This design comes from an exercise in tuning for small area, a short achievable clock period and few clock cycles per item on the open sky130 flow, not from production work. At most, simulation tests tie the RTL to the original design; equivalence was not proved.

==> run a <==
Design vcsk_core, start of the top module:
module vcsk_core (
    input  wire        clk,
    input  wire        rst,
    input  wire        cmd_valid,
    output wire        cmd_ready,
    input  wire [31:0] cmd_data,
    output reg         rsp_valid,
    output reg  [31:0] rsp_data,
    output reg         rsp_err
);
    localparam NCH = 32;
    assign cmd_ready = 1'b1;
    reg        v1;
    reg [31:0] c1;
    reg        rst_q;
    always @(posedge clk) begin
        v1    <= cmd_valid & ~rst;
        c1    <= cmd_data;
        rst_q <= rst;
    end
    wire [1:0]  op      = c1[31:30];
    wire [4:0]  ch      = c1[29:25];
    wire        low_z   = (c1[24:0] == 25'd0);
    wire        is_smp  = (op == 2'b00) && (c1[29:25] == 5'd0) && low_z;
    wire        is_cfg  = (op == 2'b01);
    wire        refused = ((op == 2'b00) && !is_smp) || (op[1] && !low_z);
    wire do_tick = v1 && is_smp;
    wire do_cfg  = v1 && is_cfg;
    wire [4:0]  b_div   = rst_q ? 5'd0  : c1[24:20];
    wire [4:0]  b_div_n = rst_q ? 5'd0  : ~c1[24:20];
    wire [3:0]  b_mode  = rst_q ? 4'd0  : c1[19:16];
    wire [15:0] b_vol   = rst_q ? 16'd0 : c1[15:0];
    reg       v2, s2_smp, s2_rdcfg, s2_rdaud, s2_err;
    reg [4:0] s2_ch;
    always @(posedge clk) begin
        v2       <= v1 & ~rst;
        s2_smp   <= v1 & is_smp;
        s2_rdcfg <= v1 & (op == 2'b10) & low_z;
        s2_rdaud <= v1 & (op == 2'b11) & low_z;
        s2_err   <= refused;
        s2_ch    <= ch;
    end
    wire [NCH*5-1:0]  div_bus;
    wire [NCH*4-1:0]  mode_bus;
    wire [NCH*16-1:0] vol_bus;
    wire [NCH-1:0]    aud_bus;
    genvar gi;
    generate
        for (gi = 0; gi < NCH; gi = gi + 1) begin : g_ch
            vcsk_channel #(
                .RESET_DIVIDE(gi)
            ) u_ch (
                .clk      (clk),
                .rst      (rst_q),
                .cfg_we   (rst_q || (do_cfg && (ch == gi))),
                .cfg_div  (b_div),
                .cfg_div_n(b_div_n),
                .cfg_mode (b_mode),
                .cfg_vol  (b_vol),
                .tick     (do_tick),
                .divide   (div_bus[gi*5 +: 5]),
  ...
==> flow/config.mk <==
export PLATFORM = sky130hd
export DESIGN_NAME = vcsk_core
export DESIGN_NICKNAME = vcsk_core
export VERILOG_FILES = /design/flow/design.v
export SDC_FILE = /design/flow/constraint.sdc
export NUM_CORES = 4
export LEC_CHECK = 0
export CAP_MARGIN = 20
export CORE_MARGIN = 2
export CORE_UTILIZATION = 40
export SLEW_MARGIN = 20
==> flow/constraint.sdc <==
create_clock -name core_clock -period 44.0 [get_ports {clk}]
set_input_delay 8.8000 -clock core_clock [delete_from_list [all_inputs] [get_ports {clk}]]
set_output_delay 8.8000 -clock core_clock [all_outputs]
set_load 0.01 [all_outputs]
run.sh (not shown) runs the stock make flow with config.mk's settings and CLKGATE_MAP_FILE= SYNTH_SCRIPT=/design/flow/synth_recipe.tcl, a recipe that flattens the netlist after the stock synthesis.
==> run b (differences from run a) <==
--- a/flow/design.v
+++ b/flow/design.v
@@ -1071,17 +1071,27 @@
     wire ts459 = ts443 ^ tc424 ^ tc442;
     wire tc459 = (ts443 & tc424) | (ts443 & tc442) | (tc424 & tc442);
     wire ts460 = ts444 ^ tc426 ^ tc443;
     wire [15:0] row_a = {ts460, ts459, ts458, ts457, ts456, ts455, ts454, ts453, ts452, ts451, ts450, ts449, ts448, ts447, ts446, ts445};
     wire [15:0] row_b = {tc459, tc458, tc457, tc456, tc455, tc454, tc453, tc452, tc451, tc450, tc449, tc448, tc447, tc446, tc445, pp[496]};
-    wire [15:0] mix = row_a + row_b;
-    wire [4:0] rd_div  = div_bus[s2_ch*5 +: 5];
-    wire [3:0] rd_mode = mode_bus[s2_ch*4 +: 4];
-    wire       rd_aud  = aud_bus[s2_ch];
+    reg        v3, s3_smp, s3_rdcfg, s3_err, s3_aud;
+    reg [15:0] s3_ra, s3_rb;
+    reg [13:0] s3_cfg;
     always @(posedge clk) begin
-        rsp_valid <= v2 & ~rst;
-        rsp_err   <= s2_err;
-        rsp_data[15:0]  <= (s2_smp | s2_rdcfg) ? mix : {15'd0, s2_rdaud & rd_aud};
-        rsp_data[31:16] <= s2_smp   ? {16{mix[15]}} :
-                           s2_rdcfg ? {2'b01, s2_ch, rd_div, rd_mode} : 16'd0;
+        v3       <= v2 & ~rst;
+        s3_smp   <= s2_smp;
+        s3_rdcfg <= s2_rdcfg;
+        s3_err   <= s2_err;
+        s3_aud   <= s2_rdaud & aud_bus[s2_ch];
+        s3_ra    <= row_a;
+        s3_rb    <= row_b;
+        s3_cfg   <= {s2_ch, div_bus[s2_ch*5 +: 5], mode_bus[s2_ch*4 +: 4]};
+    end
+    wire [15:0] mix = s3_ra + s3_rb;
+    always @(posedge clk) begin
+        rsp_valid <= v3 & ~rst;
+        rsp_err   <= s3_err;
+        rsp_data[15:0]  <= (s3_smp | s3_rdcfg) ? mix : {15'd0, s3_aud};
+        rsp_data[31:16] <= s3_smp   ? {16{mix[15]}} :
+                           s3_rdcfg ? {2'b01, s3_cfg} : 16'd0;
     end
 endmodule
==> flow/flow/run.sh (new file) <==
#!/bin/bash
# The standard layout, with the port buffers that buffer_ports inserts made
# sky130_fd_sc_hd__buf_2 cells instead of its default choice.
set -euo pipefail
export BUFFER_PORTS_ARGS="-buffer_cell sky130_fd_sc_hd__buf_2"
bash standard.sh finish > standard.log 2>&1
==> flow/standard.sh (new file) <==
#!/bin/bash
# synth_recipe.tcl (not shown) runs the flow's synth.tcl, then flattens the netlist and writes it again
# the make line also repeats each setting of config.mk as NAME=value (left out here)
make -C /OpenROAD-flow-scripts/flow DESIGN_CONFIG=/design/flow/config.mk WORK_HOME=/design/flow/orfs CLKGATE_MAP_FILE= SYNTH_SCRIPT=/design/flow/synth_recipe.tcl "${@:-finish}"
removed: flow/run.sh
==> run c (differences from run a) <==
--- a/flow/design.v
+++ b/flow/design.v
@@ -1071,17 +1071,27 @@
     wire ts459 = ts443 ^ tc424 ^ tc442;
     wire tc459 = (ts443 & tc424) | (ts443 & tc442) | (tc424 & tc442);
     wire ts460 = ts444 ^ tc426 ^ tc443;
     wire [15:0] row_a = {ts460, ts459, ts458, ts457, ts456, ts455, ts454, ts453, ts452, ts451, ts450, ts449, ts448, ts447, ts446, ts445};
     wire [15:0] row_b = {tc459, tc458, tc457, tc456, tc455, tc454, tc453, tc452, tc451, tc450, tc449, tc448, tc447, tc446, tc445, pp[496]};
-    wire [15:0] mix = row_a + row_b;
-    wire [4:0] rd_div  = div_bus[s2_ch*5 +: 5];
-    wire [3:0] rd_mode = mode_bus[s2_ch*4 +: 4];
-    wire       rd_aud  = aud_bus[s2_ch];
+    reg        v3, s3_smp, s3_rdcfg, s3_err, s3_aud;
+    reg [15:0] s3_ra, s3_rb;
+    reg [13:0] s3_cfg;
     always @(posedge clk) begin
-        rsp_valid <= v2 & ~rst;
-        rsp_err   <= s2_err;
-        rsp_data[15:0]  <= (s2_smp | s2_rdcfg) ? mix : {15'd0, s2_rdaud & rd_aud};
-        rsp_data[31:16] <= s2_smp   ? {16{mix[15]}} :
-                           s2_rdcfg ? {2'b01, s2_ch, rd_div, rd_mode} : 16'd0;
+        v3       <= v2 & ~rst;
+        s3_smp   <= s2_smp;
+        s3_rdcfg <= s2_rdcfg;
+        s3_err   <= s2_err;
+        s3_aud   <= s2_rdaud & aud_bus[s2_ch];
+        s3_ra    <= row_a;
+        s3_rb    <= row_b;
+        s3_cfg   <= {s2_ch, div_bus[s2_ch*5 +: 5], mode_bus[s2_ch*4 +: 4]};
+    end
+    wire [15:0] mix = s3_ra + s3_rb;
+    always @(posedge clk) begin
+        rsp_valid <= v3 & ~rst;
+        rsp_err   <= s3_err;
+        rsp_data[15:0]  <= (s3_smp | s3_rdcfg) ? mix : {15'd0, s3_aud};
+        rsp_data[31:16] <= s3_smp   ? {16{mix[15]}} :
+                           s3_rdcfg ? {2'b01, s3_cfg} : 16'd0;
     end
 endmodule
==> notes <==
Between run b and run a, the lower sequential cell count is in run a (gap 51). The lowest non-clock buffer count belongs to run a, the highest to run c. Register-to-register slack: run a < run c < run b. Via count: run a is lower than run b (about 0.8%).
Testbench counts of run b, summed over its fixed seeds: cycles 12,288, items 12,256.
Testbench counts of run c, summed over its fixed seeds: cycles 12,288, items 12,256.
Only the layout flow was run in run a; the RTL was not checked for function there.

[afterwards: timing with drivers on the ports]
In the flow no input, the clock included, has a driving cell. The finished layouts below were timed again as built, in two steps.
Step 1 assumes that a clkbuf_16 drives the clock port and a buf_2 every other input.
Step 2 times the ports against the registers' clock, not the clock port: input delays grow and output delays shrink by t, the midpoint of the rising clock arrivals with the driver on.
Three values: no drivers, after step 1, after step 2; two values: the first two.
run	t (ns)	slack for setup (ns)	hold WS [ns]	worst slew at a driven data input, ns	pins driven straight from the clock port
run a	0.869	33.324 / 33.324 / 33.324	0.342 / 0.342 / 0.342	0.04	1
run b	0.881	33.952 / 33.872 / 34.753	0.326 / 0.326 / 0.326	0.03	1
run c	0.890	33.530 / 33.450 / 34.340	0.326 / 0.326 / 0.326	0.04	1
After both steps every run listed still meets setup and hold.
